Source: an optimization exercise on an open RTL-to-GDS flow (aim: small area, a short achievable clock period and few clock cycles). Production flows keep margins and buffers that such runs may drop.
Function was checked by simulation only, so behaviour that the tests miss may differ from the original.
Power is estimated from default activity; no workload was simulated.

## job 2633
==> flow/design.v <==
module sympack (
    input  wire        clk,
    input  wire        rst,           
    input  wire        cmd_valid,
    output reg         cmd_ready,
    input  wire [10:0] cmd,           
    output reg         rsp_valid,
    output reg  [1:0]  rsp_status,    
    output reg  [7:0]  rsp_bytes,     
    output reg  [7:0]  rsp_terr,      
    output reg         tx_valid,
    input  wire        tx_ready,
    output reg  [7:0]  tx_data,
    output reg         tx_last,
    input  wire        ta_valid,
    input  wire        ta_err,
    input  wire [7:0]  ta_code
);
    localparam NSLOT = 111;                
    localparam NGRP  = 14;                 
    reg         rdy;                       
    reg  [6:0]  n;                         
    reg         nz;                        
    reg         n1;                        
    reg         n112;                      
    reg  [3:0]  glast;                     
    reg         ovf;                       
    reg  [3:0]  rg;                        
    reg  [8:0]  rr;                        
    reg  [9*NSLOT-1:0] ring;
    reg  [6:0]  gap;                       
    reg  [13:0] qg;                        
    reg  [7:0]  qp;                        
    reg  [8:0]  sa;                        
    reg  [8:0]  sb;
    reg  [6:0]  left;                      
    reg         lv;                        
    wire [1:0] op      = cmd[10:9];
    wire       accept  = cmd_valid && cmd_ready;
    wire       n115    = n112 && (n[3:0] == 4'd3);
    wire       nbig    = n112 && (n[3:0] != 4'd0);      
    wire       nzero   = nz;
    wire       nge2    = (n[6:1] != 6'd0);
    wire       nge3    = nge2 && !(n == 7'd2);
    wire       acc_pack  = accept && (op == 2'b00);
    wire       acc_flush = accept && (op == 2'b01);
    wire       acc_send  = acc_flush && !ovf && !nbig && !nzero;
    wire       ins     = acc_pack && !ovf && !n112 && !nz;   
    wire       take    = tx_valid && tx_ready;
    wire       hold    = tx_valid && !tx_ready;
    wire       waiting = !rdy && !tx_valid;
    wire       answer  = waiting && ta_valid;
    wire       fetch   = take && !tx_last && !rr[8];    
    wire [3:0] grps  = n[6:3] + {3'b0, (n[2:0] != 3'd0)};        
    wire [7:0] flen  = {1'b0, grps, 3'b000} + {4'b0, grps};      
    integer g, p, i;
    integer j;
    always @(posedge clk) begin
        for (j = 1; j < NSLOT; j = j + 1)
            ring[9*j +: 9] <= ring[9*(j-1) +: 9];
        ring[8:0] <= ins ? cmd[8:0] : ring[9*NSLOT-1 -: 9];
    end
    wire       sv = tx_valid ? lv : nge2;
    reg  [8:0] psym [0:7];
    reg  [8:0] rsym;
    always @(*) begin
        for (p = 0; p < 8; p = p + 1) begin
            psym[p] = 9'd0;
            for (g = 0; g < NGRP; g = g + 1)
                if (8*g + p < NSLOT)
                    psym[p] = psym[p] | ({9{qg[g]}} & ring[9*(8*g + p) +: 9]);
        end
        rsym = 9'd0;
        for (p = 0; p < 8; p = p + 1)
            rsym = rsym | ({9{qp[p] & sv}} & psym[p]);
    end
    reg  [7:0] gear;
    integer r;
    always @(*) begin
        gear = 8'd0;
        for (r = 0; r < 9; r = r + 1)
            for (i = 0; i < 8; i = i + 1)
                gear[7 - i] = gear[7 - i] | (rr[r] & ((i < r) ? sa[r - i - 1] : sb[8 - i + r]));
    end
    wire last_next = rr[8] && (rg == glast);
    always @(posedge clk) begin
        tx_data <= hold ? tx_data : (tx_valid ? gear : sa[8:1]);
        if (rst)
            tx_last <= 1'b0;
        else if (!hold)
            tx_last <= last_next && tx_valid;
    end
    always @(posedge clk) begin
        if (fetch)
            sa <= sb;
        else if (acc_pack && nz)
            sa <= cmd[8:0];
        if (fetch || (rdy && !tx_valid))
            sb <= rsym;
    end
    always @(posedge clk) begin
        if (rst || (ins && n1)) begin
            qg <= 14'd1;
            qp <= 8'd1;
        end else if (!(acc_send || fetch)) begin
            if (qg[13] && qp[6]) begin                   
                qg <= 14'd1;
                qp <= 8'd1;
            end else begin
                qp <= {qp[6:0], qp[7]};
                if (qp[7]) qg <= {qg[12:0], qg[13]};
            end
        end
    end
    always @(posedge clk) begin
        if (acc_send) begin
            left <= n - 7'd2;
            lv   <= nge3;
        end else if (fetch && lv) begin
            left <= left - 7'd1;
            lv   <= (left[6:1] != 6'd0);
        end
    end
    wire [6:0] gap_inc = (gap == 7'd110) ? 7'd0 : gap + 7'd1;
    reg        rdy_n, ovf_n;
    reg [6:0]  n_n;
    always @(*) begin
        rdy_n = rdy;
        ovf_n = ovf;
        n_n   = n;
        if (acc_send) rdy_n = 1'b0;
        if (answer) begin
            rdy_n = 1'b1;
            n_n   = 7'd0;
        end
        if (accept) begin
            case (op)
                2'b00: begin
                    if (!ovf) begin
                        if (n115) ovf_n = 1'b1;
                        else      n_n   = n + 7'd1;
                    end
                end
                2'b01: begin
                    if (!ovf && nbig) ovf_n = 1'b1;
                end
                2'b10: begin
                    n_n   = 7'd0;
                    ovf_n = 1'b0;
                end
                default: ;
            endcase
        end
    end
    wire gap_n0 = ins || (gap == 7'd110);
    wire ring_ok = nz || n1 || (gap == 7'd110) || n112 || ovf;
    wire pack_go = acc_pack && !ovf && !n115;            
    wire clr_n   = answer || (accept && op == 2'b10);
    always @(posedge clk)
        glast <= grps - 4'd1;
    always @(posedge clk) begin
        if (rst) begin
            rdy       <= 1'b1;
            cmd_ready <= 1'b1;
            n         <= 7'd0;
            nz        <= 1'b1;
            n1        <= 1'b0;
            n112      <= 1'b0;
            ovf       <= 1'b0;
            gap       <= 7'd0;
            rg        <= 4'd0;
            rr        <= 9'd1;
            tx_valid  <= 1'b0;
            rsp_valid <= 1'b0;
        end else begin
            rdy       <= rdy_n;
            n         <= n_n;
            nz        <= clr_n || (nz && !pack_go);
            n1        <= !clr_n && (n1 ? !pack_go : (nz && pack_go));
            n112      <= !clr_n && (n112 || (pack_go && n == 7'd111));
            ovf       <= ovf_n;
            gap       <= ins ? 7'd0 : gap_inc;
            cmd_ready <= answer || (rdy && !acc_send && (ring_ok || (accept && op != 2'b11)));
            rsp_valid <= (accept && !acc_send) || answer;
            if (acc_send) begin
                tx_valid <= 1'b1;
                rr       <= 9'd2;
            end
            if (take) begin
                if (tx_last) begin
                    tx_valid <= 1'b0;
                    rg <= 4'd0;
                    rr <= 9'd1;
                end else if (rr[8]) begin
                    rg <= rg + 4'd1;
                    rr <= 9'd1;
                end else begin
                    rr <= {rr[7:0], 1'b0};
                end
            end
        end
    end
    always @(posedge clk) begin
        if (answer) begin
            rsp_status <= ta_err ? 2'd2 : 2'd0;
            rsp_bytes  <= ta_err ? 8'd0 : flen;
            rsp_terr   <= ta_err ? ta_code : 8'd0;
        end else begin
            case (op)
                2'b00:   rsp_status <= (ovf || n115) ? 2'd1 : 2'd0;
                2'b01:   rsp_status <= (ovf || nbig) ? 2'd1 : 2'd0;
                2'b10:   rsp_status <= 2'd0;
                default: rsp_status <= 2'd3;
            endcase
            rsp_bytes <= 8'd0;
            rsp_terr  <= 8'd0;
        end
    end
endmodule
clock: 6.0 ns
lec_check: 0
cap_margin: 20
core_margin: 2
core_utilization: 40
cts_cluster_diameter: 60
cts_cluster_size: 20
setup_slack_margin: 3.8
slew_margin: 20
run.sh (not shown) runs the stock make flow with config.mk's settings and CLKGATE_MAP_FILE= SYNTH_SCRIPT=/design/flow/synth_recipe.tcl, a recipe that flattens the netlist after the stock synthesis.
Testbench counts of job 2633, summed over its fixed seeds: cycles 22,994.
--- input diff job 2633..job 8388 ---
Settings: changing SETUP_SLACK_MARGIN from 3.8 to 3.5.
- Re die area: no difference whatsoever between job 8388 and job 2633.
- Job 8388 vs job 2633 — wire length of the first global-routing pass dropped by more than 10%
- Job 8388 does better than job 2633 on cell area.
- Worst hold slack: job 8388 < job 2633
- As far as count of hold buffers inserted by post-cts repair goes, job 2633 and job 8388 are indistinguishable; the numbers are identical.
- Job 8388 vs. job 2633: maximum frequency went down by 3.6%.
- Job 8388 against job 2633: fraction of standard cell area that is sequential shows an increase of 3.4 points; critical path depth shows an increase of 3.
Relative to job 8388, the following input files were edited for job 4362:
Settings: SETUP_SLACK_MARGIN: 3.5 -> 3.7.
[summary]
- On leakage power, the lower figure sits with job 8388, not job 4362.
- Post-CTS resize count sits higher in job 4362 than in job 8388.
- Relative to job 8388, maximum frequency from static timing analysis has increased by 27 MHz in job 4362.
- Comparing the two runs side by side, job 4362 comes out behind job 8388 on sum of routed wire length over all layers.
- On power consumption, job 4362 tracks job 8388 almost exactly.
Modified inputs, job 6457 compared to job 4362
Settings: setting PLACE_DENSITY to 0.8 for the first time.
==> comparison <==
Job 6457: flow completed, timing, DRC and antenna clean. Lower routed wirelength normalized by instance count was reported by job 4362, not job 6457. Job 6457 reports its class of the most critical setup path as register to register while job 4362 reports register to output port. Destination of the critical timing path: sb[3]$_DFFE_PP_ -> job 6457, tx_data[2] -> job 4362. Per the comparison of job 6457 with job 4362, part of the total power dissipated in the clock network lost 0.4 points, post-route fraction of the period consumed by the critical path higher. Job 6457 and job 4362 ended up with nearly the same cell area after layout. Per the comparison of job 6457 with job 4362, total via count in the routed design went up; hold slack went up.

Another version of the RTL of sympack (not shown whole).
Size in the first run: ~2400 cells after synthesis, ~0.031 sq mm of cells after synthesis.
clock: 6.0 ns
lec_check: 0
cap_margin: 20
core_margin: 2
core_utilization: 40
cts_cluster_diameter: 60
cts_cluster_size: 20
setup_slack_margin: 3.7
slew_margin: 20
The starting point finished with timing, DRC and antenna clean.
Testbench counts at the start, summed over its fixed seeds: cycles 22,994.
==> next run, changes <==
Settings changed: SETUP_SLACK_MARGIN 3.7 to 3.75.
Result: Total power goes down slightly; hold slack stays flat; cell count goes up slightly; first-iteration DRC count goes down by a few percent; wire length goes up by a few percent; clock power goes down slightly; design area goes up slightly; count of clock-buffer cells in the layout goes up by 4; setup slack is better by 0.0030 ns; critical path depth goes down by 5.
==> next run, changes <==
Settings changed: SETUP_SLACK_MARGIN 3.75 to 3.65.
What happened:
- The new run completed with no timing, DRC or antenna violations
- sequential share of layout area grows by 1.1 points
- global-route usage shrinks by 1.2 points
- non-clock buffer count shrinks by 30
- die area is unchanged
- routed wire length shrinks by a few percent
- first-iteration DRC count shrinks by roughly a tenth
- sequential cell count does not change
- final cell count shrinks slightly
- setup slack improves by 0.0055 ns
- clock skew stays flat
- design area shrinks slightly

## maple
sympack, a different RTL version from the one above (not shown whole).
Size: ~2500 cells after synthesis, about 1100 flip-flops, ~55 I/O pins.
## sympack
module sympack (
    input  wire        clk,
    input  wire        rst,           
    input  wire        cmd_valid,
    output reg         cmd_ready,
    input  wire [10:0] cmd,           
    output reg         rsp_valid,
    output reg  [1:0]  rsp_status,    
    output reg  [7:0]  rsp_bytes,     
    output reg  [7:0]  rsp_terr,      
    output reg         tx_valid,
    input  wire        tx_ready,
    output reg  [7:0]  tx_data,
    output reg         tx_last,
    input  wire        ta_valid,
    input  wire        ta_err,
    input  wire [7:0]  ta_code
);
Settings: LEC_CHECK=0, CAP_MARGIN=20, CORE_MARGIN=2, CORE_UTILIZATION=40, CTS_CLUSTER_DIAMETER=60, CTS_CLUSTER_SIZE=20, PLACE_DENSITY=0.8, SETUP_SLACK_MARGIN=3.7, SLEW_MARGIN=20; clock period 6.0 ns.
Testbench counts of maple, summed over its fixed seeds: cycles 22,994.
--- input diff maple..quartz ---
- PLACE_DENSITY: 0.8 -> unset
Findings:
- For quartz and maple, there was not a single run that failed to finish clean.
- Run comparison: quartz capture point of the critical path lv; maple capture point of the critical path sb[8]
- On setup slack after layout, maple loses to quartz.
- For maple, the launch point of the critical path was qg[2], unlike quartz, where it was n[0].
- From maple to quartz the numbers moved as follows: count of inverters other than clock inverters in the layout held, routability congestion estimate went up 0.021, cell count went up 18, sequential share of layout area went down 0.42 points.
- Cmp quartz and maple / routed wire length / lower: quartz
- quartz vs maple on utilization: quartz is the higher one.
- Row first-pass GRT wire length: quartz higher / maple lower
- Post-CTS resize count (quartz vs. maple) increases by more than 10%

[separate check: timing with driven ports]
The flow's constraints put no driver on any port. The routed layouts listed below were extracted and timed again, unchanged, in two steps. Step 1: set_driving_cell puts a clkbuf_16 on clk and a buf_2 on each other input, an assumption about the parent block. Step 2 also shifts input and output timing later by t, the mid clock arrival at the registers, as if the neighbouring blocks saw the same clock. a / b / c = ideal ports / drivers / drivers and shift; a / b = the first two.
run | shift t [ns] | slack for setup (ns) | cell pins on the clock port's net
job 2633 | 0.679 | 3.609 / 3.543 / 3.180 | 1
job 8388 | 0.680 | 3.518 / 3.483 / 2.865 | 1
job 4362 | 0.671 | 3.675 / 3.613 / 3.144 | 1
job 6457 | 0.684 | 3.519 / 3.519 / 3.051 | 1
the first run of note 2 | 0.682 | 3.650 / 3.599 / 3.113 | 1
the second run of note 2 | 0.677 | 3.653 / 3.591 / 3.107 | 1
the third run of note 2 | 0.681 | 3.658 / 3.604 / 3.014 | 1
maple | 0.668 | 3.517 / 3.517 / 3.024 | 1
quartz | 0.679 | 3.652 / 3.633 / 3.036 | 1
After both steps setup and hold are still met in every run listed. For job 8388, which loses most, drivers alone change the setup slack by -0.035 ns; drivers and shift together by -0.653 ns.
